Source: an optimization exercise on an open RTL-to-GDS flow (aim: small area, a short achievable clock period and few clock cycles). Production flows keep margins and buffers that such runs may drop. Only simulation tests tie the RTL to the original design; equivalence was not proved. No activity file was given, so power comes from the tool's default toggle rates.

<file path="flow/design.v">
module bl_engine (
  input  wire        clk,
  input  wire        rst,
  input  wire        rx_valid,
  input  wire [7:0]  rx_data,
  input  wire        rx_err,
  output wire        rx_ready,
  output wire        tx_valid,
  output wire [7:0]  tx_data,
  input  wire        tx_ready,
  output wire        op_valid,
  output wire [3:0]  op_cmd,
  output wire [31:0] op_addr,
  output wire [15:0] op_wdata,
  input  wire        op_ready,
  input  wire        op_ok,
  input  wire [31:0] op_rdata,
  input  wire        rdp_level,
  output wire        exited
);
  localparam [7:0] ACK  = 8'hCD;
  localparam [7:0] NACK = 8'hAB;
  localparam [31:0] RAM_START   = 32'h2000_0000;
  localparam [31:0] RAM_END     = 32'h2000_4FFF;
  localparam [31:0] FLASH_START = 32'h0800_0000;
  localparam [31:0] FLASH_END   = 32'h0800_FFFF;
  localparam [31:0] APP_BASE    = 32'h0800_8000;
  localparam [3:0] OP_FLASH_UNLOCK = 4'd0;
  localparam [3:0] OP_FLASH_LOCK   = 4'd1;
  localparam [3:0] OP_OPT_UNLOCK   = 4'd2;
  localparam [3:0] OP_OPT_LOCK     = 4'd3;
  localparam [3:0] OP_PAGE_ERASE   = 4'd4;
  localparam [3:0] OP_MASS_ERASE   = 4'd5;
  localparam [3:0] OP_PROG_HALF    = 4'd6;
  localparam [3:0] OP_OPT_PROG_RDP = 4'd7;
  localparam [3:0] OP_OPT_LAUNCH   = 4'd8;
  localparam [3:0] OP_MEM_READ     = 4'd9;
  localparam [3:0] OP_SET_MSP      = 4'd10;
  localparam [3:0] OP_DEINIT       = 4'd11;
  localparam [3:0] OP_CALL         = 4'd12;
  localparam [3:0] C_VER    = 4'd0;
  localparam [3:0] C_HELP   = 4'd1;
  localparam [3:0] C_CID    = 4'd2;
  localparam [3:0] C_RDP    = 4'd3;
  localparam [3:0] C_JUMP   = 4'd4;
  localparam [3:0] C_ERASE  = 4'd5;
  localparam [3:0] C_WRITE  = 4'd6;
  localparam [3:0] C_CHROP  = 4'd7;
  localparam [3:0] C_UNIMPL = 4'd8;
  localparam [3:0] C_NONE   = 4'd9;
  localparam [4:0] S_CLEAR     = 5'd0;
  localparam [4:0] S_LEN       = 5'd1;
  localparam [4:0] S_BODY      = 5'd2;
  localparam [4:0] S_DISC      = 5'd3;
  localparam [4:0] S_CRC       = 5'd4;
  localparam [4:0] S_CHECK     = 5'd5;
  localparam [4:0] S_NACK      = 5'd6;
  localparam [4:0] S_HDR0      = 5'd7;
  localparam [4:0] S_HDR1      = 5'd8;
  localparam [4:0] S_EXEC      = 5'd9;
  localparam [4:0] S_PAY       = 5'd10;
  localparam [4:0] S_E_UNLOCK  = 5'd11;
  localparam [4:0] S_E_ERASE   = 5'd12;
  localparam [4:0] S_E_LOCK    = 5'd13;
  localparam [4:0] S_W_UNLOCK  = 5'd14;
  localparam [4:0] S_W_PROG    = 5'd15;
  localparam [4:0] S_W_LOCK    = 5'd16;
  localparam [4:0] S_C_FUNLOCK = 5'd17;
  localparam [4:0] S_C_OUNLOCK = 5'd18;
  localparam [4:0] S_C_PROG    = 5'd19;
  localparam [4:0] S_C_OLOCK   = 5'd20;
  localparam [4:0] S_C_FLOCK   = 5'd21;
  localparam [4:0] S_LAUNCH    = 5'd22;
  localparam [4:0] S_RD_SP     = 5'd23;
  localparam [4:0] S_RD_ENTRY  = 5'd24;
  localparam [4:0] S_SETMSP    = 5'd25;
  localparam [4:0] S_DEINIT    = 5'd26;
  localparam [4:0] S_CALL      = 5'd27;
  localparam [4:0] S_EXITED    = 5'd28;
  localparam [4:0] S_W_LD0     = 5'd29;
  localparam [4:0] S_W_LD1     = 5'd30;
  function [31:0] crc_byte;
    input [31:0] c;
    input [7:0]  b;
    integer i;
    reg [31:0] x;
    begin
      x = c ^ {24'd0, b};
      for (i = 0; i < 32; i = i + 1)
        x = x[31] ? ((x << 1) ^ 32'h04C1_1DB7) : (x << 1);
      crc_byte = x;
    end
  endfunction
  function [3:0] decode;
    input [7:0] op;
    begin
      case (op)
        8'h10: decode = C_VER;
        8'h11: decode = C_HELP;
        8'h12: decode = C_CID;
        8'h13: decode = C_RDP;
        8'h14: decode = C_JUMP;
        8'h15: decode = C_ERASE;
        8'h16: decode = C_WRITE;
        8'h17, 8'h18, 8'h19, 8'h20: decode = C_UNIMPL;
        8'h21: decode = C_CHROP;
        default: decode = C_NONE;
      endcase
    end
  endfunction
  function [7:0] registry;
    input [3:0] i;
    begin
      case (i)
        4'd0:  registry = 8'h10;
        4'd1:  registry = 8'h11;
        4'd2:  registry = 8'h12;
        4'd3:  registry = 8'h13;
        4'd4:  registry = 8'h14;
        4'd5:  registry = 8'h15;
        4'd6:  registry = 8'h16;
        4'd7:  registry = 8'h17;
        4'd8:  registry = 8'h18;
        4'd9:  registry = 8'h19;
        4'd10: registry = 8'h20;
        default: registry = 8'h21;
      endcase
    end
  endfunction
  function valid_addr;
    input [31:0] a;
    begin
      valid_addr = (a >= RAM_START && a <= RAM_END) ||
                   (a >= FLASH_START && a <= FLASH_END);
    end
  endfunction
  reg [4:0]  state;
  reg [7:0]  buf_q [0:199];
  reg [7:0]  len_q;       
  reg [7:0]  idx;         
  reg [31:0] crc;
  reg [3:0]  cmd;
  reg [7:0]  status;
  reg [3:0]  pay_idx;
  reg        mass;        
  reg [31:0] waddr;       
  reg [7:0]  ptr;         
  reg [31:0] trl;         
  reg [15:0] half;        
  reg [6:0]  units_left;  
  reg [31:0] sp;
  reg [31:0] target;
  reg        exited_q;
  wire [7:0]  opc        = buf_q[1];
  wire [31:0] arg_addr   = {buf_q[5], buf_q[4], buf_q[3], buf_q[2]};
  wire [7:0]  arg_start  = buf_q[2];
  wire [7:0]  arg_count  = buf_q[3];
  wire [7:0]  arg_wlen   = buf_q[6];
  wire [7:0]  arg_level  = buf_q[2];
  wire [7:0]  rd_byte    = buf_q[ptr];    
  wire [8:0]  erase_end  = {1'b0, arg_start} + {1'b0, arg_count};
  wire [31:0] page_addr  = FLASH_START + {12'd0, arg_start, 12'd0};
  wire [15:0] page_count = {6'd0, arg_count, 2'b00};
  wire [32:0] wlast = {1'b0, arg_addr} + {25'd0, arg_wlen} - 33'd1;
  wire dest_in_ram   = (arg_addr >= RAM_START) && (arg_addr <= RAM_END);
  wire dest_in_flash = (arg_addr >= FLASH_START) && (arg_addr <= FLASH_END);
  wire dest_ok = valid_addr(arg_addr) && !arg_addr[0] && !arg_wlen[0] &&
                 ((arg_wlen == 8'd0) ||
                  (dest_in_ram   && wlast <= {1'b0, RAM_END}) ||
                  (dest_in_flash && wlast <= {1'b0, FLASH_END}));
  reg shape_ok;
  always @(*) begin
    case (cmd)
      C_VER, C_HELP, C_CID, C_RDP: shape_ok = (len_q == 8'd5);
      C_JUMP:  shape_ok = (len_q == 8'd9);
      C_ERASE: shape_ok = (len_q == 8'd7);
      C_WRITE: shape_ok = (len_q >= 8'd10) && ({1'b0, len_q} == 9'd10 + {1'b0, arg_wlen});
      C_CHROP: shape_ok = (len_q == 8'd6);
      default: shape_ok = 1'b0;
    endcase
  end
  reg [7:0] reply_len;
  always @(*) begin
    case (cmd)
      C_VER:   reply_len = 8'd4;
      C_HELP:  reply_len = 8'd12;
      C_CID:   reply_len = 8'd2;
      default: reply_len = 8'd1;
    endcase
  end
  reg [7:0] pay_byte;
  always @(*) begin
    case (cmd)
      C_VER: begin
        case (pay_idx)
          4'd0:    pay_byte = 8'd100;
          4'd1:    pay_byte = 8'd1;
          default: pay_byte = 8'd0;
        endcase
      end
      C_HELP:  pay_byte = registry(pay_idx);
      C_CID:   pay_byte = (pay_idx == 4'd0) ? 8'h10 : 8'h04;
      C_RDP:   pay_byte = {7'd0, rdp_level};
      default: pay_byte = status;
    endcase
  end
  assign rx_ready = (state == S_LEN) || (state == S_BODY) || (state == S_DISC);
  wire   rx_fire  = rx_valid && rx_ready;
  assign tx_valid = (state == S_NACK) || (state == S_HDR0) ||
                    (state == S_HDR1) || (state == S_PAY);
  assign tx_data  = (state == S_NACK) ? NACK :
                    (state == S_HDR0) ? ACK  :
                    (state == S_HDR1) ? reply_len : pay_byte;
  wire   tx_fire  = tx_valid && tx_ready;
  reg [3:0]  opc_r;
  reg [31:0] opa_r;
  reg [15:0] opd_r;
  reg        opv_r;
  always @(*) begin
    opv_r = 1'b1;
    opa_r = 32'd0;
    opd_r = 16'd0;
    case (state)
      S_E_UNLOCK, S_W_UNLOCK, S_C_FUNLOCK: opc_r = OP_FLASH_UNLOCK;
      S_E_LOCK, S_W_LOCK, S_C_FLOCK:       opc_r = OP_FLASH_LOCK;
      S_C_OUNLOCK:                         opc_r = OP_OPT_UNLOCK;
      S_C_OLOCK:                           opc_r = OP_OPT_LOCK;
      S_E_ERASE: begin
        opc_r = mass ? OP_MASS_ERASE : OP_PAGE_ERASE;
        opa_r = page_addr;
        opd_r = page_count;
      end
      S_W_PROG: begin
        opc_r = OP_PROG_HALF;
        opa_r = waddr;
        opd_r = half;
      end
      S_C_PROG: begin
        opc_r = OP_OPT_PROG_RDP;
        opd_r = {8'd0, arg_level};
      end
      S_LAUNCH:   opc_r = OP_OPT_LAUNCH;
      S_RD_SP: begin
        opc_r = OP_MEM_READ;
        opa_r = APP_BASE;
      end
      S_RD_ENTRY: begin
        opc_r = OP_MEM_READ;
        opa_r = APP_BASE + 32'd4;
      end
      S_SETMSP: begin
        opc_r = OP_SET_MSP;
        opa_r = sp;
      end
      S_DEINIT:   opc_r = OP_DEINIT;
      S_CALL: begin
        opc_r = OP_CALL;
        opa_r = target;
      end
      default: begin
        opv_r = 1'b0;
        opc_r = 4'd0;
      end
    endcase
  end
  assign op_valid = opv_r;
  assign op_cmd   = opc_r;
  assign op_addr  = opa_r;
  assign op_wdata = opd_r;
  wire   op_fire  = op_valid && op_ready;
  assign exited = exited_q;
  integer k;
  always @(posedge clk) begin
    if (state == S_CLEAR) begin
      for (k = 0; k < 200; k = k + 1)
        buf_q[k] <= 8'd0;
    end else if (rx_fire && !rx_err && state == S_LEN) begin
      buf_q[0] <= rx_data;
    end else if (rx_fire && !rx_err && state == S_BODY) begin
      buf_q[idx] <= rx_data;
    end
  end
  always @(posedge clk) begin
    if (rst) begin
      state    <= S_CLEAR;
      exited_q <= 1'b0;
      len_q    <= 8'd0;
      idx      <= 8'd0;
      crc      <= 32'hFFFF_FFFF;
      cmd      <= C_NONE;
      status   <= 8'd0;
      pay_idx  <= 4'd0;
      mass     <= 1'b0;
      waddr    <= 32'd0;
      ptr      <= 8'd0;
      trl      <= 32'd0;
      half     <= 16'd0;
      units_left <= 7'd0;
      sp       <= 32'd0;
      target   <= 32'd0;
    end else begin
      case (state)
        S_CLEAR: begin
          idx     <= 8'd0;
          pay_idx <= 4'd0;
          crc     <= 32'hFFFF_FFFF;
          state   <= S_LEN;
        end
        S_LEN: if (rx_fire) begin
          if (rx_err) begin
            state <= S_NACK;
          end else begin
            len_q <= rx_data;
            idx   <= 8'd1;
            if (rx_data == 8'd0)
              state <= S_NACK;
            else if (rx_data < 8'd5 || rx_data > 8'd199)
              state <= S_DISC;
            else
              state <= S_BODY;
          end
        end
        S_DISC: if (rx_fire) begin
          idx <= idx + 8'd1;
          if (rx_err || idx == len_q)
            state <= S_NACK;
        end
        S_BODY: if (rx_fire) begin
          idx <= idx + 8'd1;
          if (rx_err) begin
            state <= S_NACK;
          end else if (idx == len_q) begin
            cmd <= decode(opc);
            if (decode(opc) == C_NONE || decode(opc) == C_UNIMPL) begin
              state <= S_NACK;
            end else begin
              ptr   <= 8'd0;
              state <= S_CRC;
            end
          end
        end
        S_CRC: begin
          ptr <= ptr + 8'd1;
          if (ptr <= len_q - 8'd4)
            crc <= crc_byte(crc, rd_byte);
          else
            trl <= {rd_byte, trl[31:8]};
          if (ptr == len_q)
            state <= S_CHECK;
        end
        S_CHECK: begin
          if (crc != trl || !shape_ok)
            state <= S_NACK;
          else
            state <= S_HDR0;
        end
        S_NACK: if (tx_fire) state <= S_CLEAR;
        S_HDR0: if (tx_fire) state <= S_HDR1;
        S_HDR1: if (tx_fire) state <= S_EXEC;
        S_EXEC: begin
          case (cmd)
            C_JUMP: begin
              status <= valid_addr(arg_addr) ? 8'h01 : 8'h00;
              target <= arg_addr | 32'd1;
              state  <= S_PAY;
            end
            C_ERASE: begin
              mass <= (arg_count == 8'hFF);
              if (arg_count != 8'hFF && erase_end > 9'd16) begin
                status <= 8'h00;
                state  <= S_PAY;
              end else begin
                state <= S_E_UNLOCK;
              end
            end
            C_WRITE: begin
              waddr      <= arg_addr;
              ptr        <= 8'd7;
              units_left <= arg_wlen[7:1];
              if (!dest_ok) begin
                status <= 8'h00;
                state  <= S_PAY;
              end else begin
                state <= S_W_UNLOCK;
              end
            end
            C_CHROP: begin
              if (arg_level > 8'd1) begin
                status <= 8'h00;
                state  <= S_PAY;
              end else begin
                state <= S_C_FUNLOCK;
              end
            end
            default: state <= S_PAY;
          endcase
        end
        S_E_UNLOCK: if (op_fire) begin
          if (op_ok) begin
            state <= S_E_ERASE;
          end else begin
            status <= 8'h02;
            state  <= S_E_LOCK;
          end
        end
        S_E_ERASE: if (op_fire) begin
          status <= op_ok ? 8'h03 : 8'h02;
          state  <= S_E_LOCK;
        end
        S_E_LOCK: if (op_fire) state <= S_PAY;
        S_W_UNLOCK: if (op_fire) begin
          if (!op_ok) begin
            status <= 8'h00;
            state  <= S_W_LOCK;
          end else begin
            status <= 8'h01;
            state  <= (units_left == 7'd0) ? S_W_LOCK : S_W_LD0;
          end
        end
        S_W_LD0: begin
          half[7:0] <= rd_byte;
          ptr       <= ptr + 8'd1;
          state     <= S_W_LD1;
        end
        S_W_LD1: begin
          half[15:8] <= rd_byte;
          ptr        <= ptr + 8'd1;
          state      <= S_W_PROG;
        end
        S_W_PROG: if (op_fire) begin
          waddr      <= waddr + 32'd2;
          units_left <= units_left - 7'd1;
          if (!op_ok) begin
            status <= 8'h00;
            state  <= S_W_LOCK;
          end else if (units_left == 7'd1) begin
            state <= S_W_LOCK;
          end else begin
            state <= S_W_LD0;
          end
        end
        S_W_LOCK: if (op_fire) state <= S_PAY;
        S_C_FUNLOCK: if (op_fire) begin
          if (op_ok) begin
            state <= S_C_OUNLOCK;
          end else begin
            status <= 8'h00;
            state  <= S_C_OLOCK;
          end
        end
        S_C_OUNLOCK: if (op_fire) begin
          if (op_ok) begin
            state <= S_C_PROG;
          end else begin
            status <= 8'h00;
            state  <= S_C_OLOCK;
          end
        end
        S_C_PROG: if (op_fire) begin
          status <= op_ok ? 8'h01 : 8'h00;
          state  <= S_C_OLOCK;
        end
        S_C_OLOCK: if (op_fire) state <= S_C_FLOCK;
        S_C_FLOCK: if (op_fire) state <= S_PAY;
        S_PAY: if (tx_fire) begin
          pay_idx <= pay_idx + 4'd1;
          if ({4'd0, pay_idx} == reply_len - 8'd1) begin
            if (cmd == C_CHROP && status == 8'h01)
              state <= S_LAUNCH;
            else if (cmd == C_JUMP && status == 8'h01)
              state <= (arg_addr == APP_BASE) ? S_RD_SP : S_CALL;
            else
              state <= S_CLEAR;
          end
        end
        S_LAUNCH: if (op_fire) state <= S_CLEAR;
        S_RD_SP: if (op_fire) begin
          sp    <= op_rdata;
          state <= S_RD_ENTRY;
        end
        S_RD_ENTRY: if (op_fire) begin
          target <= op_rdata;
          state  <= S_SETMSP;
        end
        S_SETMSP: if (op_fire) state <= S_DEINIT;
        S_DEINIT: if (op_fire) state <= S_CALL;
        S_CALL: if (op_fire) begin
          exited_q <= 1'b1;
          state    <= S_EXITED;
        end
        S_EXITED: ;
        default: state <= S_CLEAR;
      endcase
    end
  end
endmodule
</file>
<file path="flow/run.sh">
#!/bin/bash
# synth_recipe.tcl (not shown) runs the flow's synth.tcl, then flattens the netlist and writes it again
# the make line also repeats each setting of config.mk as NAME=value (left out here)
make -C /OpenROAD-flow-scripts/flow DESIGN_CONFIG=/design/flow/config.mk WORK_HOME=/design/flow/orfs CLKGATE_MAP_FILE= SYNTH_SCRIPT=/design/flow/synth_recipe.tcl finish
</file>
<file path="flow/config.mk">
export PLATFORM = sky130hd
export DESIGN_NAME = bl_engine
export DESIGN_NICKNAME = bl_engine
export VERILOG_FILES = /design/flow/design.v
export SDC_FILE = /design/flow/constraint.sdc
export NUM_CORES = 4
export LEC_CHECK = 0
export CAP_MARGIN = 20
export CORE_MARGIN = 2
export CORE_UTILIZATION = 40
export PLACE_DENSITY = 0.6
export SLEW_MARGIN = 20
</file>
<file path="flow/constraint.sdc">
create_clock -name core_clock -period 10.0 [get_ports {clk}]
set_input_delay 2.0000 -clock core_clock [delete_from_list [all_inputs] [get_ports {clk}]]
set_output_delay 2.0000 -clock core_clock [all_outputs]
set_load 0.01 [all_outputs]
</file>
==> flow_metrics.env <==
export IMPL_status="timing/DRC/antenna clean"
export IMPL_fin_worst_skew_ns=0.0629
export IMPL_drive_above_1_share_pct=15.6
export IMPL_tightest_slew_ns=1.19
export IMPL_synthAdderAreaFrac_pct=1.22
export IMPL_synth_area_mux_share_pct=14.0
export IMPL_synth_xor_area_share_pct=3.02
export IMPL_start_kind="flop"
export IMPL_ys_seq_area_share_pct=60.3
export IMPL_slew_headroom_pct=19.9
export IMPL_synth_compound_area_share_pct=4.70
export IMPL_critPathCaptureType="flop"
export IMPL_place_congestion=0.902
export IMPL_crit_top_cell="xnor2_1"
export IMPL_cp_num_buf_inv=2
export IMPL_peakVddDrop_uv=757
export IMPL_final_core_util_pct=44.8
export IMPL_ys_top_cells_by_area="edfxtp_1 56%, mux4_2 12%, and2_1 9.1%"
export IMPL_synth_cells=7833
export IMPL_dpl_hpwl_um=196000
export IMPL_area_growth_pct=11.4
export IMPL_tns_ns=0
export IMPL_clock_sinks=2286
export IMPL_netlist_cell_type_count=90
export IMPL_synth_edf_count=2048
export IMPL_synth_net_count=7985
export IMPL_viasPerCell=5.70
export IMPL_yosysTopAreaCell="edfxtp_1"
export IMPL_htreeDepth=4
export IMPL_ys_ff_latch=2286
export IMPL_vias=66000
export IMPL_synth_area_per_cell_um2=14.0
export IMPL_dp_cells=11100
export IMPL_crit_fanout=40
export IMPL_clk_latency_ns=0.91
export IMPL_synth_async_sr_flop_share_pct=0
export IMPL_power_total_w=0.0436
export IMPL_grt_total_usage_pct=22.0
export IMPL_ant_nets=0
export IMPL_clock_path_buffers=3
export IMPL_drv_cap=0
export IMPL_place_area_um2=115000
export IMPL_cts_setup_buffers=0
export IMPL_cts_tree="built"
export IMPL_max_freq_mhz=161
export IMPL_synth_cell_area_um2=110000
export IMPL_rsz0062_at_grt="no"
export IMPL_synthSimpleGateAreaFrac_pct=13.9
export IMPL_rows=192
export IMPL_critPathKind="flop to flop"
export IMPL_nets=7940
export IMPL_setup_violations_final=0
export IMPL_synthFlopType="edfxtp_1"
export IMPL_cts_buffers=237
export IMPL_start_util_pct=40.2
export IMPL_maxSlewViolCount=0
export IMPL_hold_viol=0
export IMPL_overflow=0
export IMPL_fillers=23900
export IMPL_cellPowerDensity_nw_per_um2=356
export IMPL_fin_crit_ns=6.19
export IMPL_antenna_found_initial=5
export IMPL_post_layout_nonfiller_instances=11600
export IMPL_slowest_stage="a2111oi_0"
export IMPL_cts_clk_slew_worst_paths_ns=0.07
export IMPL_drt_pass1_iterations=9
export IMPL_port_buffers=111
export IMPL_post_route_cell_area_um2=123000
export IMPL_core_um2=274000
export IMPL_worstHoldPathType="flop to flop"
export IMPL_io_pins=112
export IMPL_grt_pass1_vias=65500
export IMPL_die_x_um=528
export IMPL_drc=0
export IMPL_cts_resized=0
export IMPL_postCtsHoldBufs=0
export IMPL_synth_warnings=1
export IMPL_grt_max_degree=184
export IMPL_wire_per_inst_um=26.9
export IMPL_cp_top_family="XOR/XNOR gates"
export IMPL_grt_pass1_wl_um=455000
export IMPL_path_cells="buf_4 > buf_4 > mux4_2 > mux2i_1 > mux2_2 > o21ai_1 > a2111oi_0 > nor3_2 > xnor2_2 > xnor2_2 > xnor2_1 > xnor2_1 > xnor2_1 > o32a_1"
export IMPL_drt_iter0_drc=7417
export IMPL_clock_tree_root_cell="clkbuf_16"
export IMPL_slowest_delay_ns=0.92
export IMPL_synth_top_area_share_pct=55.9
export IMPL_worstPathRequired_ns=10.76
export IMPL_dieHeight_um=528
export IMPL_critPathArrivalTime_ns=6.95
export IMPL_finalCritPeriodShare_pct=61.9
export IMPL_wl_um=311000
export IMPL_p_leak_nw=41.8
export IMPL_synth_top_family_by_area="multiplexers"
export IMPL_die_area_um2=279000
[flip-flops by register name, indices dropped and copies added, names as in the netlist, named ones only]
signal,cells
pay_idx,4
mass,1
len_q,8
waddr,32
units_left,7
sp,32
exited_q,1
cmd,4
trl,32
target,32
buf_q,2048
ptr,8
crc,32
half,16
status,2
state,5
idx,8
[cell usage after synthesis (all sizes together) (9+ instances only)]
cell	n
nand3	89
a222oi	21
mux2i	176
dfxtp	238
buf	170
a2111oi	9
a221oi	10
mux2	12
a22oi	24
o32ai	9
a22o	17
o21ai	299
nor2	542
or2	23
and2	1607
a21oi	191
a21o	17
nor4	26
nor3b	10
nand4	37
nand2	255
o211ai	18
mux4	599
inv	129
a211oi	67
nor2b	53
ha	102
a31oi	20
xnor2	249
and3	19
edfxtp	2048
nor3	60
a221o	12
xor2	80
or3	11
o22ai	36
nand2b	27
clkbuf	415
[worst reg2reg max path, delay by kind of cell (launching register included)]
kind / cells / cell delay, ns
muxes: 3 / 1.01
and+or+nand+nor: 1 / 0.32
xor gates and xnor gates: 5 / 1.40
DFF: 1 / 0.71
AOI/OAI and AO/OA: 3 / 1.30
buffers and inverters: 2 / 1.32
[cell type report]
cell class / count / area [um2] / share of cell area [%]
diodes: 3 / 7.51 / 0.00613
clock buffers: 277 / 6130 / 5.01
clock inverters: 172 / 1760 / 1.44
inverters: 130 / 492 / 0.401
multi-input cells: 4832 / 40600 / 33.1
flip-flops and latches: 2286 / 66300 / 54.1
well taps: 3589 / 4490 / 3.67
repair buffers: 301 / 2760 / 2.25
[cells by family (layout without fill, tap and decap cells)]
kind of cell / Yosys count / in the layout
AOI/OAI and AO/OA: 827 / 827
and+or+nand+nor: 2777 / 2777
muxes: 787 / 787
DFF: 2286 / 2286
other: 0 / 3
adders and majority gates: 106 / 106
xor gates and xnor gates: 335 / 335
buffers and inverters: 715 / 880
[routing by layer]
| layer | GRT usage, % | share of wire, % |
|---|---|---|
| met5 | 0 | 0.0042 |
| met4 | 6.19 | 2.7 |
| met3 | 3.75 | 7.1 |
| met2 | 36.2 | 48 |
| met1 | 29.9 | 42 |
[where the power goes]
part / internal, W / total, W / switching [W] / leakage, nW
combinational: 0.00773 / 0.0181 / 0.0103 / 15.9
sequential: 0.0151 / 0.0165 / 0.00149 / 22.1
clock: 0.00514 / 0.00903 / 0.00389 / 3.82
[path summary, 6_finish.rpt]
kind / startpoint / endpoint / slack [ns] / cells past startpoint
worst min-delay path: sp[29] / sp[29] / 0.45 / 2
worst max register to register: flop / crc[15] / 3.81 / 14
worst max-delay path: flop / crc[15] / 3.81 / 14
worst min register to register: sp[29] / sp[29] / 0.45 / 2
[metrics by stage]
stage               setup WS, ns  hold slack, ns
CTS                         3.69           0.456
finish                      3.81           0.454
global route                3.45           0.468
detailed placement          3.77           0.446
global placement            3.59           0.441
floorplan                   5.34           0.436
[cell usage in the layout, fill, tap and decap left out, types with 37 or more instances in the layout]
master	n
nand4_1	37
nor2_1	536
a211oi_1	66
nor2b_1	53
mux2i_1	176
xor2_1	68
o21ai_0	203
nor3_1	55
edfxtp_1	2048
xnor2_1	234
dfxtp_1	232
o21ai_1	95
nand3_1	85
inv_1	127
clkbuf_1	37
clkinv_2	50
clkbuf_16	239
nand2_1	253
ha_1	102
a21oi_1	191
and2_1	1607
mux4_2	599
clkdlybuf4s50_1	102
buf_4	170
clkinv_1	58
Testbench counts, summed over its fixed seeds: cycles 97,479.

## port drivers added, routing unchanged
No port has a modelled driver above. Below, the same layout with a new extraction and two added sets of constraints. Step 1, drivers: a clkbuf_16 drives clk and a buf_2 each remaining input, both assumed. Step 2 moves the port delays by t, midway between the first and last clock arrival at a register: inputs arrive t later, outputs are due t later. That takes back most of the time a late clock gives input paths. Slacks: ideal ports / drivers / drivers and shift; pairs: ideal ports / drivers.
t (ns): 0.972
setup WS [ns]: 3.808 / 3.808 / 3.808
worst setup path after step 2: register to register
After both steps this run still meets setup and hold. The setup slack of this run moves by 0.000 ns with the drivers and by 0.000 ns with both steps.
